Background: an optimization exercise with open tools, aiming at small area, a short achievable clock period and few clock cycles per item. Do not read the settings as production practice.
Function was checked by simulation only, so behaviour that the tests miss may differ from the original.
No activity file was given, so power comes from the tool's default toggle rates.

==> flow/config.mk <==
export PLATFORM = sky130hd
export DESIGN_NAME = huff_tree_builder
export DESIGN_NICKNAME = huff_tree_builder
export VERILOG_FILES = /design/flow/design.v
export SDC_FILE = /design/flow/constraint.sdc
export NUM_CORES = 4
export LEC_CHECK = 0
export ABC_CLOCK_PERIOD_IN_PS = 3000
export CAP_MARGIN = 30
export CORE_MARGIN = 2
export CORE_UTILIZATION = 50
export SETUP_SLACK_MARGIN = 5
export SLEW_MARGIN = 30
==> flow/constraint.sdc <==
create_clock -name core_clock -period 10.0 [get_ports {clk}]
set_input_delay 2.0000 -clock core_clock [delete_from_list [all_inputs] [get_ports {clk}]]
set_output_delay 2.0000 -clock core_clock [all_outputs]
set_load 0.01 [all_outputs]
==> flow/design.v <==
module huff_tree_builder (
    input  wire       clk,
    input  wire       rst,           
    input  wire       row_valid,
    input  wire [7:0] row_data,
    output wire       row_ready,
    output reg        node_valid,
    output reg  [8:0] node_idx,
    output reg  [8:0] node_child0,
    output reg  [8:0] node_child1,
    output reg        done,
    output reg  [8:0] root
);
    localparam integer NQ = 128;
    function integer wbits(input integer s);
        integer b, k, w;
        begin
            b = 130560 / (s + 2);
            if (b > 65280) b = 65280;
            w = 0;
            for (k = 0; k < 17; k = k + 1)
                if ((b >> k) != 0) w = k + 1;
            wbits = w;
        end
    endfunction
    function integer woff(input integer s);
        integer t, o;
        begin
            o = 0;
            for (t = 0; t < s; t = t + 1) o = o + wbits(t);
            woff = o;
        end
    endfunction
    localparam integer NQBITS = woff(NQ);
    reg          rdy;
    reg          ld_full;        
    reg  [7:0]   ld_cnt;
    reg  [2047:0] R;             
    assign row_ready = rdy;
    wire accept = row_valid & rdy;
    reg          bactive;
    reg          grun;           
    reg          gdone;          
    reg  [255:0] pv_set;         
    reg  [7:0]   vn;             
    reg          vnv;
    reg  [7:0]   v;              
    reg  [255:0] M;              
    wire release_row = grun & gdone;
    wire bstart      = ld_full & ~bactive & ~grun;
    wire ld_full_n   = (ld_full & ~release_row) | (accept & (ld_cnt == 8'd255));
    always @(posedge clk) begin
        if (rst) begin
            rdy     <= 1'b1;
            ld_full <= 1'b0;
            ld_cnt  <= 8'd0;
        end else begin
            if (accept) ld_cnt <= ld_cnt + 8'd1;
            ld_full <= ld_full_n;
            rdy     <= ~ld_full_n;
        end
    end
    always @(posedge clk)
        if (accept) R <= {row_data, R[2047:8]};
    wire [7:0]   midx, pidx;
    wire         many, mtwo, pany, ptwo_unused;
    pe256 u_pe_m (.m(M),      .idx(midx), .any(many), .two(mtwo));
    pe256 u_pe_p (.m(pv_set), .idx(pidx), .any(pany), .two(ptwo_unused));
    wire [255:0] eqn;
    genvar gi;
    generate
        for (gi = 0; gi < 256; gi = gi + 1) begin : g_eq
            assign eqn[gi] = (R[8*gi +: 8] == vn);
        end
    endgenerate
    wire [255:0] rd_dec = {256'd1 << row_data} & ~256'd1;
    wire [255:0] m_low  = 256'd1 << midx;
    wire [255:0] p_low  = 256'd1 << pidx;
    reg  [7:0]  lc0, lc1, lc2, lc3;
    reg  [7:0]  li0, li1, li2, li3;
    reg  [3:0]  lt;              
    wire        gpush = many & ~lt[3];
    wire        mlast = ~many | (gpush & ~mtwo);    
    wire        take  = grun & vnv & mlast;
    wire        gvalid = ~gdone;
    always @(posedge clk) begin
        if (rst) begin
            pv_set <= 256'd0;
            vnv    <= 1'b0;
            M      <= 256'd0;
            grun   <= 1'b0;
            gdone  <= 1'b1;
        end else if (bstart) begin
            vn     <= pidx;
            vnv    <= pany;
            pv_set <= pv_set & ~p_low;
            grun   <= 1'b1;
            gdone  <= ~pany;
        end else begin
            if (release_row) grun <= 1'b0;
            if (accept & ~rst) pv_set <= pv_set | rd_dec;
            if (take) begin
                v      <= vn;
                M      <= eqn;
                vn     <= pidx;
                vnv    <= pany;
                pv_set <= pv_set & ~p_low;
            end else if (gpush) begin
                M      <= M & ~m_low;
            end
            if (grun & ~vnv & mlast) gdone <= 1'b1;
        end
    end
    reg  [NQBITS-1:0] nf;        
    reg  [7:0]   q;              
    reg          nv0, nv1, nv2;  
    reg  [7:0]   qp;             
    reg          pn0, pn1, pn2;  
    reg          pop_r, push_r;
    reg  [15:0]  T;
    reg          pv;             
    reg  [15:0]  pc;
    reg  [8:0]   pi;
    reg  [8:0]   cursor;
    reg  [8:0]   hidx;           
    wire [15:0] f0 = nf[15:0];
    wire [15:0] f1 = nf[31:16];
    wire [15:0] f2 = {{(16 - wbits(2)){1'b0}}, nf[32 +: wbits(2)]};
    wire [15:0] n0 = pop_r ? (pn1 ? f1 : T) : (pn0 ? f0 : T);
    wire [15:0] n1 = pop_r ? (pn2 ? f2 : T) : (pn1 ? f1 : T);
    wire lv0 = lt[0];
    wire lv1 = lt[1];
    wire lk0 = lv0 | ~gvalid;
    wire lk1 = lv1 | ~gvalid;
    wire c_l0n0 = (n0[15:8] != 8'd0) | (lc0 <= n0[7:0]);
    wire c_l1n0 = (n0[15:8] != 8'd0) | (lc1 <= n0[7:0]);
    wire c_l0n1 = (n1[15:8] != 8'd0) | (lc0 <= n1[7:0]);
    wire [15:0] s_ll = {8'd0, lc0} + {8'd0, lc1};
    wire [15:0] s_ln = {8'd0, lc0} + n0;
    wire [15:0] s_pl = pc + {8'd0, lc0};
    wire [15:0] s_pn = pc + n0;
    reg        fire, finish, ptake, npop;
    reg  [1:0] lpop;
    reg  [8:0] ca, cb, rt;
    reg  [15:0] sum;
    always @(*) begin
        fire = 1'b0; finish = 1'b0; ptake = 1'b0; npop = 1'b0; lpop = 2'd0;
        ca = pi; cb = {1'b0, li0}; rt = pi; sum = s_ll;
        if (bactive & lk0) begin
            if (pv) begin
                ca = pi;
                if (lv0 & (~nv0 | c_l0n0)) begin
                    fire = 1'b1; lpop = 2'd1; cb = {1'b0, li0}; sum = s_pl;
                end else if (nv0) begin
                    fire = 1'b1; npop = 1'b1; cb = hidx; sum = s_pn;
                end else begin
                    finish = 1'b1; rt = pi;
                end
            end else if (lv0 & (~nv0 | c_l0n0)) begin
                ca = {1'b0, li0};
                if (lk1) begin
                    if (lv1 & (~nv0 | c_l1n0)) begin
                        fire = 1'b1; lpop = 2'd2; cb = {1'b0, li1}; sum = s_ll;
                    end else if (nv0) begin
                        fire = 1'b1; lpop = 2'd1; npop = 1'b1; cb = hidx; sum = s_ln;
                    end else begin
                        finish = 1'b1; rt = {1'b0, li0};
                    end
                end
            end else if (nv0) begin
                ca = hidx;
                if (lv0 & (~nv1 | c_l0n1)) begin
                    fire = 1'b1; lpop = 2'd1; npop = 1'b1; cb = {1'b0, li0}; sum = s_ln;
                end else if (nv1) begin
                    ptake = 1'b1; npop = 1'b1;
                end else begin
                    finish = 1'b1; rt = hidx;
                end
            end else begin
                finish = 1'b1; rt = cursor - 9'd1;
            end
        end
    end
    wire [NQ:0] qdec = {{NQ{1'b0}}, 1'b1} << qp;
    wire [NQBITS-1:0] nf_n;
    always @(posedge clk) nf <= nf_n;
    genvar gs;
    generate
        for (gs = 0; gs < NQ; gs = gs + 1) begin : g_nf
            localparam integer W  = wbits(gs);
            localparam integer O  = woff(gs);
            wire [W-1:0] nxt;
            if (gs == NQ - 1) begin : g_top
                assign nxt = nf[O +: W];
            end else begin : g_mid
                localparam integer W1 = wbits(gs + 1);
                localparam integer O1 = woff(gs + 1);
                wire [W-1:0] up = {{(W - W1){1'b0}}, nf[O1 +: W1]};
                assign nxt = pop_r ? up : nf[O +: W];
            end
            wire wen = push_r & (pop_r ? qdec[gs + 1] : qdec[gs]);
            assign nf_n[O +: W] = wen ? T[W-1:0] : nxt;
        end
    endgenerate
    wire [7:0] q_n = q - {7'd0, npop} + {7'd0, fire};
    wire q_inc = fire & ~npop;
    wire q_dec = npop & ~fire;
    wire q_ge4 = (q > 8'd3);
    always @(posedge clk) begin
        node_valid <= 1'b0;
        done       <= 1'b0;
        if (rst) begin
            bactive <= 1'b0;
            q       <= 8'd0;
            nv0     <= 1'b0;
            nv1     <= 1'b0;
            nv2     <= 1'b0;
            qp      <= 8'd0;
            pn0     <= 1'b0;
            pn1     <= 1'b0;
            pn2     <= 1'b0;
            pop_r   <= 1'b0;
            push_r  <= 1'b0;
            pv      <= 1'b0;
            cursor  <= 9'd256;
            hidx    <= 9'd256;
        end else begin
            if (bstart) bactive <= 1'b1;
            if (fire) begin
                node_valid  <= 1'b1;
                node_idx    <= cursor;
                node_child0 <= ca;
                node_child1 <= cb;
                cursor      <= cursor + 9'd1;
            end
            if (npop) hidx <= hidx + 9'd1;
            q   <= q_n;
            nv0 <= q_inc ? 1'b1 : q_dec ? nv1  : nv0;
            nv1 <= q_inc ? nv0  : q_dec ? nv2  : nv1;
            nv2 <= q_inc ? nv1  : q_dec ? q_ge4 : nv2;
            qp  <= q;
            pn0 <= nv0;
            pn1 <= nv1;
            pn2 <= nv2;
            pop_r  <= npop;
            push_r <= fire;
            if (fire) T <= sum;
            if (ptake) begin
                pv <= 1'b1;
                pc <= n0;
                pi <= hidx;
            end else if (fire) begin
                pv <= 1'b0;
            end
            if (finish) begin
                done    <= 1'b1;
                root    <= rt;
                bactive <= 1'b0;
                q       <= 8'd0;
                nv0     <= 1'b0;
                nv1     <= 1'b0;
                nv2     <= 1'b0;
                qp      <= 8'd0;
                pn0     <= 1'b0;
                pn1     <= 1'b0;
                pn2     <= 1'b0;
                pop_r   <= 1'b0;
                push_r  <= 1'b0;
                pv      <= 1'b0;
                cursor  <= 9'd256;
                hidx    <= 9'd256;
            end
        end
    end
    wire [3:0] lt_p = (lpop == 2'd1) ? {1'b0, lt[3:1]} :
                      (lpop == 2'd2) ? {2'b00, lt[3:2]} : lt;
    wire [3:0] lt_n = gpush ? {lt_p[2:0], 1'b1} : lt_p;
    wire [4:0] lq1h = {lt[3], lt[2] & ~lt[3], lt[1] & ~lt[2], lt[0] & ~lt[1], ~lt[0]};
    wire [15:0] lnew = {v, midx};
    wire [15:0] le0 = {lc0, li0}, le1 = {lc1, li1}, le2 = {lc2, li2}, le3 = {lc3, li3};
    wire [15:0] e0p0 = (gpush & lq1h[0]) ? lnew : le0;
    wire [15:0] e0p1 = (gpush & lq1h[1]) ? lnew : le1;
    wire [15:0] e0p2 = (gpush & lq1h[2]) ? lnew : le2;
    wire [15:0] e1p0 = (gpush & lq1h[1]) ? lnew : le1;
    wire [15:0] e1p1 = (gpush & lq1h[2]) ? lnew : le2;
    wire [15:0] e1p2 = (gpush & lq1h[3]) ? lnew : le3;
    wire [15:0] e2p0 = (gpush & lq1h[2]) ? lnew : le2;
    wire [15:0] e2p1 = (gpush & lq1h[3]) ? lnew : le3;
    wire [15:0] e3p0 = (gpush & lq1h[3]) ? lnew : le3;
    wire [15:0] e0n = (lpop == 2'd2) ? e0p2 : (lpop == 2'd1) ? e0p1 : e0p0;
    wire [15:0] e1n = (lpop == 2'd2) ? e1p2 : (lpop == 2'd1) ? e1p1 : e1p0;
    wire [15:0] e2n = (lpop == 2'd1) ? e2p1 : e2p0;
    wire [15:0] e3n = e3p0;
    always @(posedge clk) begin
        {lc0, li0} <= e0n;
        {lc1, li1} <= e1n;
        {lc2, li2} <= e2n;
        {lc3, li3} <= e3n;
        if (rst | finish) lt <= 4'd0;
        else              lt <= lt_n;
    end
endmodule
module pe256 (
    input  wire [255:0] m,
    output wire [7:0]   idx,
    output wire         any,
    output wire         two
);
    wire [511:0]  an;
    wire [511:0]  tw;
    wire [4095:0] ix;            
    genvar l, j;
    generate
        for (j = 0; j < 256; j = j + 1) begin : g_l0
            assign an[j] = m[j];
            assign tw[j] = 1'b0;
            assign ix[j*8 +: 8] = 8'd0;
        end
        for (l = 1; l <= 8; l = l + 1) begin : g_l
            localparam integer NB  = 256 >> l;
            localparam integer BO  = 512 - (512 >> l);         
            localparam integer BP  = 512 - (512 >> (l - 1));   
            for (j = 0; j < NB; j = j + 1) begin : g_n
                wire a0 = an[BP + 2*j];
                wire a1 = an[BP + 2*j + 1];
                assign an[BO + j] = a0 | a1;
                assign tw[BO + j] = tw[BP + 2*j] | tw[BP + 2*j + 1] | (a0 & a1);
                assign ix[(BO + j)*8 +: 8] =
                    a0 ? ix[(BP + 2*j)*8 +: 8]
                       : (ix[(BP + 2*j + 1)*8 +: 8] | (8'd1 << (l - 1)));
            end
        end
    endgenerate
    assign any = an[510];
    assign two = tw[510];
    assign idx = ix[510*8 +: 8];
    assign an[511] = 1'b0;
    assign tw[511] = 1'b0;
    assign ix[511*8 +: 8] = 8'd0;
endmodule
==> flow/run.sh <==
#!/bin/bash
# synth_recipe.tcl (not shown) runs the flow's synth.tcl, then flattens the netlist and writes it again
# the make line also repeats each setting of config.mk as NAME=value (left out here)
make -C /OpenROAD-flow-scripts/flow DESIGN_CONFIG=/design/flow/config.mk WORK_HOME=/design/flow/orfs CLKGATE_MAP_FILE= SYNTH_SCRIPT=/design/flow/synth_recipe.tcl finish
==> results of run 1 <==
kinds of logic after synthesis:
| group | count (synthesis) | synth area share |
|---|---|---|
| buffers and inverters | 1001 | 0.0202 |
| XOR/XNOR | 2127 | 0.0983 |
| flip-flops | 4300 | 0.649 |
| AO/OA/AOI/OAI | 2008 | 0.0680 |
| adder cells (fa/ha/maj) | 88 | 0.00601 |
| AND/OR/NAND/NOR | 2454 | 0.0659 |
| multiplexers | 1568 | 0.0928 |
power by group:
part           leakage [nW]  internal (mW)  switching (mW)
sequential             34.7           19.4          0.0851
clock                  7.28           9.72            7.23
combinational          23.1          0.141           0.458
total                  65.1           29.3            7.78
routing by layer:
layer	vias to the layer above	share of wire
met5	-	0.00031
met4	22	0.035
met3	936	0.060
met2	3993	0.47
met1	58700	0.43
li1	51000	-
registers in the layout, summed over array words and instances (netlist names), 16 cells and up:
register	count
T	16
M	256
R	2048
pv_set	256
pc	16
nf	1520
area by class of cell:
| class | instances | area, µm² | area share |
|---|---|---|---|
| Sequential cell | 4300 | 123000 | 0.579 |
| Multi-Input combinational cell | 8250 | 63800 | 0.300 |
| Antenna cell | 6 | 15.0 | 0.0000707 |
| Clock buffer | 593 | 12300 | 0.0580 |
| Timing Repair Buffer | 367 | 3840 | 0.0181 |
| Inverter | 167 | 666 | 0.00313 |
| Tap cell | 5016 | 6280 | 0.0296 |
| Clock inverter | 255 | 2560 | 0.0120 |
synth_stat cells (105+ instances only):
cell | instances | area, µm²
clkbuf_1 | 606 | 2270
nor4_1 | 621 | 3880
nand3_1 | 105 | 526
o21ai_0 | 411 | 2060
o211ai_1 | 264 | 1980
xor2_1 | 1948 | 17100
a211oi_1 | 284 | 2130
inv_1 | 162 | 608
a21oi_1 | 440 | 2200
buf_1 | 188 | 706
nor2_1 | 523 | 1960
edfxtp_1 | 3677 | 110000
o22ai_1 | 106 | 663
nor3_1 | 117 | 586
nand2_1 | 634 | 2380
xnor2_1 | 179 | 1570
dfxtp_1 | 623 | 12500
mux2_2 | 1508 | 17000
through the flow:
step / instances / hold WS, ps
finish: 19000 / 441
global route: 18900 / 462
CTS: 18900 / 443
detailed placement: 18000 / 454
global placement: 18000 / 449
floorplan: 13500 / 406
final timing paths:
kind,endpoint,slack [ps]
worst min register to register,R[1962],440
worst min-delay path,R[1962],440
worst max-delay path,pv_set[185],4920
worst max register to register,pv_set[185],4920
worst max-delay path, cell delays in order (launching register included):
cell,delay (ps)
dfxtp_1,340
nor4_1,750
nand4_1,510
or3_1,680
a211oi_1,730
nor4_1,170
o21ai_1,280
a2bb2oi_2,290
buf_4,270
o21a_4,400
and4b_1,350
a311oi_1,110
what timing repair did:
item                                    4_1_cts  5_1_grt
gates resized for setup                      99       51
endpoints found under the setup margin      676      419
gates cloned                                 13        9
pin swaps                                    15       15
setup buffers                                30       37
endpoints found under the hold margin         0        0
==> summary.txt, run 1 <==
Detailed routing
  – Drt pass-1 iters: 6
  – Vias: roughly 110k
  – Drt total wl: roughly 530 mm
  – Vias per Instance: around 6
  – Routed Antenna Nets: 0
  – Routed len/inst: between 20 and 30 µm
  – DRC: 0
  – Iter 0 DRT Violations: about 12000

Global route
  – GR Layer Usage met2: 0.434
  – Met3 GRT Util: 0.0376
  – Largest net degree at the start of global routing: approximately 200
  – Vias in the first global route: roughly 110k
  – First-pass GRT wire length: a little under 800 mm
  – M1 GR Usage: 0.371
  – Tot GR Track Use: 0.267
  – Busiest grt layer: met2
  – Overflow after GRT: 0
  – Initial antenna violation count: 23

Die
  – Initial core utilization: 0.501
  – Core area: between 300000 and 400000 µm²
  – Chip Width: about 620 µm
  – Num rows: 226
  – I/O pins: 50
  – Die H: 620 µm
  – Die Area: 384000 µm²

Timing
  – Highest clock rate: between 150 and 200 MHz
  – RSZ-0062 raised after global routing: yes
  – Layout Skew: between 50 and 60 ps
  – Minimum clock period: approximately 5100 ps
  – Crit share post-route: 0.508
  – Fin Setup TNS: 0 ps
  – Fin. Hold Viols: 0
  – Setup WS post-layout: between 4000 and 5000 ps
  – Final Max Slew Viols: 0
  – Final setup violating endpoints: 0
  – Tightest Pin Transition: between 1000 and 1500 ps
  – Relative slew slack: 0.191

Placed design
  – GP Congestion: ~1.0
  – DPL Wire Length: 331 mm
  – Placed Area: 195000 µm²
  – DP Worst Slack: just under 3000 ps
  – Number of buffers added on ports: between 40 and 50

Clock tree
  – Clock Root Buffer: clkbuf_16
  – Clk Latency, worst-skew pair: 1020 ps
  – Clk pin slew, worst setup/hold paths: 70 ps
  – Post-CTS Hold Buffers: 0
  – TritonCTS clock tree: done
  – Maximum clock path buffer count: 4
  – CTS H-tree depth: 5
  – CTS Buf Count: 455
  – CTS sink cnt: 4300

Worst setup path
  – CP Class: flop to flop
  – Required @ worst endpoint: 10850 ps
  – R2r startpoint: pv_set[204]
  – Startpoint types: flop
  – CP endpoint kind: flop
  – Critical-path maximum fanout: 16
  – Crit path DAT: 5930 ps
  – Crit. Startpoint: pv_set[204]
  – Worst r2r path cells: 11

Hold path
  – Worst Hold Depth: 0
  – Hold Startpoint: R[1970]
  – Min-Delay Path Class: flop to flop

Final layout
  – Fin nets: 13600
  – Final Cell Area: roughly 210000 µm²
  – Layout cell share with drive strength beyond 1: 0.195
  – Layout area overhead: 12.1%
  – Filler Cell Count: 30100
  – Most frequent cells in the layout: 3677 x edfxtp_1, 1948 x xor2_1, 1508 x mux2_2
  – Final Util: 0.562
  – Most common cell after layout, fill and taps aside: edfxtp_1

Status
  – Outcome: finished clean

Synthesis
  – Ys flop type: edfxtp_1
  – Sequential area share after synthesis: 0.649
  – Mapped Cells: 13500
  – Async set-reset flop share out of synthesis: 0
  – Flops & latches, synth: 4300
  – Syn avg cell area: ~14 µm²
  – Net count after synthesis: between 10000 and 15000
  – Post-synth cell types: just over 90
  – EDFF count, synth: around 3700
  – Synth warn: 1
  – Mapped Area: between 150000 and 200000 µm²

Power and ir drop
  – Pwr/cell area: 175 nW/µm²
  – Leak pwr: between 60 and 70 nW
  – Max IR drop VDD: 0.171 mV
  – Tot Pwr: around 37 mW

Job
  – Max-Cap Viols: 0
Testbench counts, summed over its fixed seeds: cycles 10,668, builds 32.
==> run 2, diff against run 1 <==
==> flow/flow/run.sh (new file) <==
#!/bin/bash
set -euo pipefail
bash standard.sh SETUP_SLACK_MARGIN=6 finish > standard_flow.log 2>&1
==> flow/standard.sh (new file) <==
#!/bin/bash
# synth_recipe.tcl (not shown) runs the flow's synth.tcl, then flattens the netlist and writes it again
# the make line also repeats each setting of config.mk as NAME=value (left out here)
make -C /OpenROAD-flow-scripts/flow DESIGN_CONFIG=/design/flow/config.mk WORK_HOME=/design/flow/orfs CLKGATE_MAP_FILE= SYNTH_SCRIPT=/design/flow/synth_recipe.tcl "${@:-finish}"
--- a/flow/config.mk
+++ b/flow/config.mk
@@ -10,4 +10,3 @@
 export CORE_MARGIN = 2
 export CORE_UTILIZATION = 50
-export SETUP_SLACK_MARGIN = 5
 export SLEW_MARGIN = 30
removed: flow/run.sh
==> run 2 against run 1 <==
Compared with the run above:
- still clean
- synthesized area stayed put
- die area unchanged
- sequential share of layout area is 1.3 points lower
- utilization increased by 1.3 points
- worst hold slack improved by 2.1 ps
- setup slack better by 740 ps
- fmax is 17% higher
==> summary.txt, run 2 <==
Status
  – Outcome: finished clean (unchanged)

Synthesis
  – Fraction of the mapped netlist area in adder cells: 0.00601 (unchanged)
  – Ys flop type: edfxtp_1 (unchanged)
  – Post-Synth XOR/XNOR Area: 0.0983 (unchanged)
  – Flops & latches, synth: 4300 (unchanged)
  – Synth Area in Simple Gates: 0.0659 (unchanged)
  – Sequential area share after synthesis: 0.649 (unchanged)
  – Syn avg cell area: 14.0 µm² (unchanged)
  – Most area-hungry cell type in the Yosys netlist: edfxtp_1 (unchanged)
  – Net count after synthesis: 13600 (unchanged)
  – Synth Area in Compound Gates: 0.0680 (unchanged)
  – Yosys top cell area share: 0.583 (unchanged)
  – Count leader, synth: edfxtp_1 (unchanged)
  – Fraction of synthesized area in multiplexers: 0.0928 (unchanged)
  – Top post-synthesis cells by area: edfxtp_1 58%, xor2_1 9.0%, mux2_2 9.0% (unchanged)
  – Async set-reset flop share out of synthesis: 0 (unchanged)
  – Mapped Area: 189000 µm² (unchanged)
  – Most frequent cells after synthesis: 3677 x edfxtp_1, 1948 x xor2_1, 1508 x mux2_2 (unchanged)
  – Post-synth cell types: 93 (unchanged)
  – Synth warn: 1 (unchanged)
  – Mapped Cells: 13500 (unchanged)
  – EDFF count, synth: 3677 (unchanged)
  – Main combinational cell family by area after synthesis: XOR/XNOR gates (unchanged)

Final layout
  – Largest registers: R (2048), nf (1520) (unchanged)
  – Layout cell share with drive strength beyond 1: 0.227 (was 0.195)
  – Top reg by flops: R (unchanged)
  – Most common cell after layout, fill and taps aside: edfxtp_1 (unchanged)
  – Fin nets: 13900 (was 13600)
  – Filler Cell Count: 29600 (was 30100)
  – Most frequent cells in the layout: 3677 x edfxtp_1, 1948 x xor2_1, 1505 x mux2_2 (was 3677 x edfxtp_1, 1948 x xor2_1, 1508 x mux2_2)
  – Largest register FFs: 2048 (unchanged)
  – Final Util: 0.574 (was 0.562)
  – Layout area overhead: 14.6% (was 12.1%)

Clock tree
  – Clk Latency, worst-skew pair: 1010 ps (was 1020 ps)
  – CTS sink cnt: 4300 (unchanged)
  – Clock Root Buffer: clkbuf_16 (unchanged)
  – TritonCTS clock tree: done (unchanged)
  – Clk pin slew, worst setup/hold paths: 60 ps (was 70 ps)
  – CTS H-tree depth: 5 (unchanged)
  – Maximum clock path buffer count: 4 (unchanged)
  – CTS Buf Count: 455 (unchanged)

Placed design
  – DPL Wire Length: 331 mm (unchanged)
  – GP Congestion: 0.997 (unchanged)
  – DP Worst Slack: 2910 ps (unchanged)
  – Number of buffers added on ports: 49 (unchanged)

Timing
  – Fin. Hold Viols: 0 (unchanged)
  – Tightest Pin Transition: 1060 ps (was 1210 ps)
  – Highest clock rate: 230 MHz (was 197 MHz)
  – Final Max Slew Viols: 0 (unchanged)
  – RSZ-0062 raised after global routing: yes (unchanged)
  – Final setup violating endpoints: 0 (unchanged)
  – Fin Setup TNS: 0 ps (unchanged)
  – Setup WS post-layout: 5650 ps (was 4920 ps)
  – Crit share post-route: 0.435 (was 0.508)
  – Relative slew slack: 0.293 (was 0.191)
  – Layout Skew: 49.8 ps (was 52.4 ps)
  – Minimum clock period: 4350 ps (was 5080 ps)

Hold path
  – Worst Hold Depth: 0 (unchanged)
  – Hold Startpoint: R[1531] (was R[1970])
  – Min-Delay Path Class: flop to flop (unchanged)
  – Hold path endpoint: R[1523] (was R[1962])

Worst setup path
  – Crit. Startpoint: T[1] (was pv_set[204])
  – Required @ worst endpoint: 10870 ps (was 10850 ps)
  – CP endpoint kind: flop (unchanged)
  – Startpoint types: flop (unchanged)
  – R2r startpoint: T[1] (was pv_set[204])
  – Crit path DAT: 5210 ps (was 5930 ps)
  – Reg2reg end: q[6] (was pv_set[185])
  – Slowest stage cell on the critical path: edfxtp_1 (was nor4_1)
  – CP Class: flop to flop (unchanged)
  – Worst r2r path cells: 26 (was 11)
  – Worst path max stage delay: 430 ps (was 750 ps)
  – Critical-path maximum fanout: 4 (was 16)
  – Bufs and invs on worst path: 5 (was 1)
  – Reg2reg setup slack: 5650 ps (was 4920 ps)
  – Family with the most delay on the worst path: compound AO/OA/AOI/OAI gates (was simple AND/OR/NAND/NOR gates)

Detailed routing
  – Iter 0 DRT Violations: 11700 (was 12000)
  – Routed len/inst: 28.2 µm (was 27.9 µm)
  – Drt total wl: 540 mm (was 528 mm)
  – DRC: 0 (unchanged)
  – Vias per Instance: 6.08 (was 6.05)
  – Drt pass-1 iters: 6 (unchanged)
  – Routed Antenna Nets: 0 (unchanged)
  – Vias: 117000 (was 115000)

Die
  – Initial core utilization: 0.501 (unchanged)
  – Die Area: 384000 µm² (unchanged)
  – Num rows: 226 (unchanged)
  – Die H: 620 µm (unchanged)
  – Chip Width: 620 µm (unchanged)
  – Core area: 378000 µm² (unchanged)
  – I/O pins: 50 (unchanged)

Global route
  – Largest net degree at the start of global routing: 167 (was 202)
  – Initial antenna violation count: 16 (was 23)
  – Vias in the first global route: 115000 (was 114000)
  – Tot GR Track Use: 0.273 (was 0.267)
  – First-pass GRT wire length: 787 mm (was 772 mm)
  – Overflow after GRT: 0 (unchanged)

Power and ir drop
  – Max IR drop VDD: 0.174 mV (was 0.171 mV)
  – Pwr/cell area: 171 nW/µm² (was 175 nW/µm²)
  – Leak pwr: 67.2 nW (was 65.1 nW)

Job
  – Max-Cap Viols: 0 (unchanged)
## run 2: changes by cell type in the layout (fill, tap and decap cells not counted), sizes merged
cell           change
buf              +200
bufbuf            +13
clkbuf             +7
clkdlybuf4s50      -1
clkinv             +2
clkinvlp           +1
diode              -1
dlygate4sd2        +1
inv                -2
nand2b             +1
nor2               +1
or2                +1
## run 2: cell families after synthesis
logic type | Yosys count
buffers and inverters | 1001
AND/OR/NAND/NOR | 2454
flip-flops | 4300
multiplexers | 1568
XOR/XNOR | 2127
adder cells (fa/ha/maj) | 88
AO/OA/AOI/OAI | 2008
## run 2: how the worst max path moves through the flow
stage | to | slack (ps) | cells past startpoint
2_1_floorplan | ld_cnt[6] | 3120 | 6
3_3_place_gp | lc1[6] | 2810 | 22
3_5_place_dp | lc1[6] | 2910 | 22
4_1_cts | q[6] | 5610 | 26
5_1_grt | q[6] | 5490 | 27
6_report | q[6] | 5650 | 26
## run 2: final cells by class
type	instances	area [µm²]	area share
Clock buffer	593	12300	0.0568
Tap cell	5016	6280	0.0289
Inverter	167	711	0.00327
Clock inverter	255	2560	0.0118
Timing Repair inverter	1	16.3	0.0000749
Sequential cell	4300	123000	0.566
Multi-Input combinational cell	8253	65700	0.303
Antenna cell	5	12.5	0.0000576
Timing Repair Buffer	587	6570	0.0303
## run 2: routing by layer
metal	wire, µm	global-route usage	vias to the layer above
met2	253000	0.440	4262
met3	33300	0.0410	1037
li1	-	-	51500
met1	232000	0.378	59800
met4	21700	0.0976	12
met5	77	0	-
## run 2: per-stage QoR
stage	area, µm²	hold slack (ps)	power [mW]	instances
floorplan	189000	406	20.3	13500
global placement	195000	449	20.5	18000
detailed placement	195000	454	20.5	18000
CTS	215000	443	37.4	19100
global route	217000	462	38.2	19200
finish	217000	443	37.1	19200
## run 2: timing repair
action	4_1_cts	5_1_grt
gates resized for setup	392	290
hold buffers	0	0
endpoints found under the setup margin	2287	1585
setup buffers	165	105
gates cloned	35	12
pin swaps	89	101
## run 2: where the power goes
group          total (mW)  internal (mW)  switching [mW]  leakage (nW)
Clock                17.0           9.72            7.24          7.28
Sequential           19.5           19.4          0.0877          34.7
Combinational       0.666          0.178           0.488          25.2

[separate check: timing with driven ports]
The flow's constraints put no driver on any port. The routed layouts listed below were extracted and timed again, unchanged, in two steps. Step 1 (the two cells are an assumption about what drives the block):
set clk [get_ports {clk}]
set_driving_cell -lib_cell sky130_fd_sc_hd__clkbuf_16 $clk
set_driving_cell -lib_cell sky130_fd_sc_hd__buf_2 [delete_from_list [all_inputs] $clk]
Step 2, shift: input delay + t, output delay - t, t = (earliest + latest rising clock arrival at the registers) / 2. This alone moves slack from input paths to output paths. Slacks: ideal / step 1 / step 2; pairs: ideal / step 1.
run	t, ns	slack for setup (ns)	worst slew at a driven data input, ns
run 1	1.089	4.917 / 4.917 / 4.459	0.04
run 2	1.088	5.653 / 5.653 / 4.983	0.04
After both steps setup and hold are still met in every run listed. For run 2, which loses most, drivers alone change the setup slack by 0.000 ns; drivers and shift together by -0.670 ns.
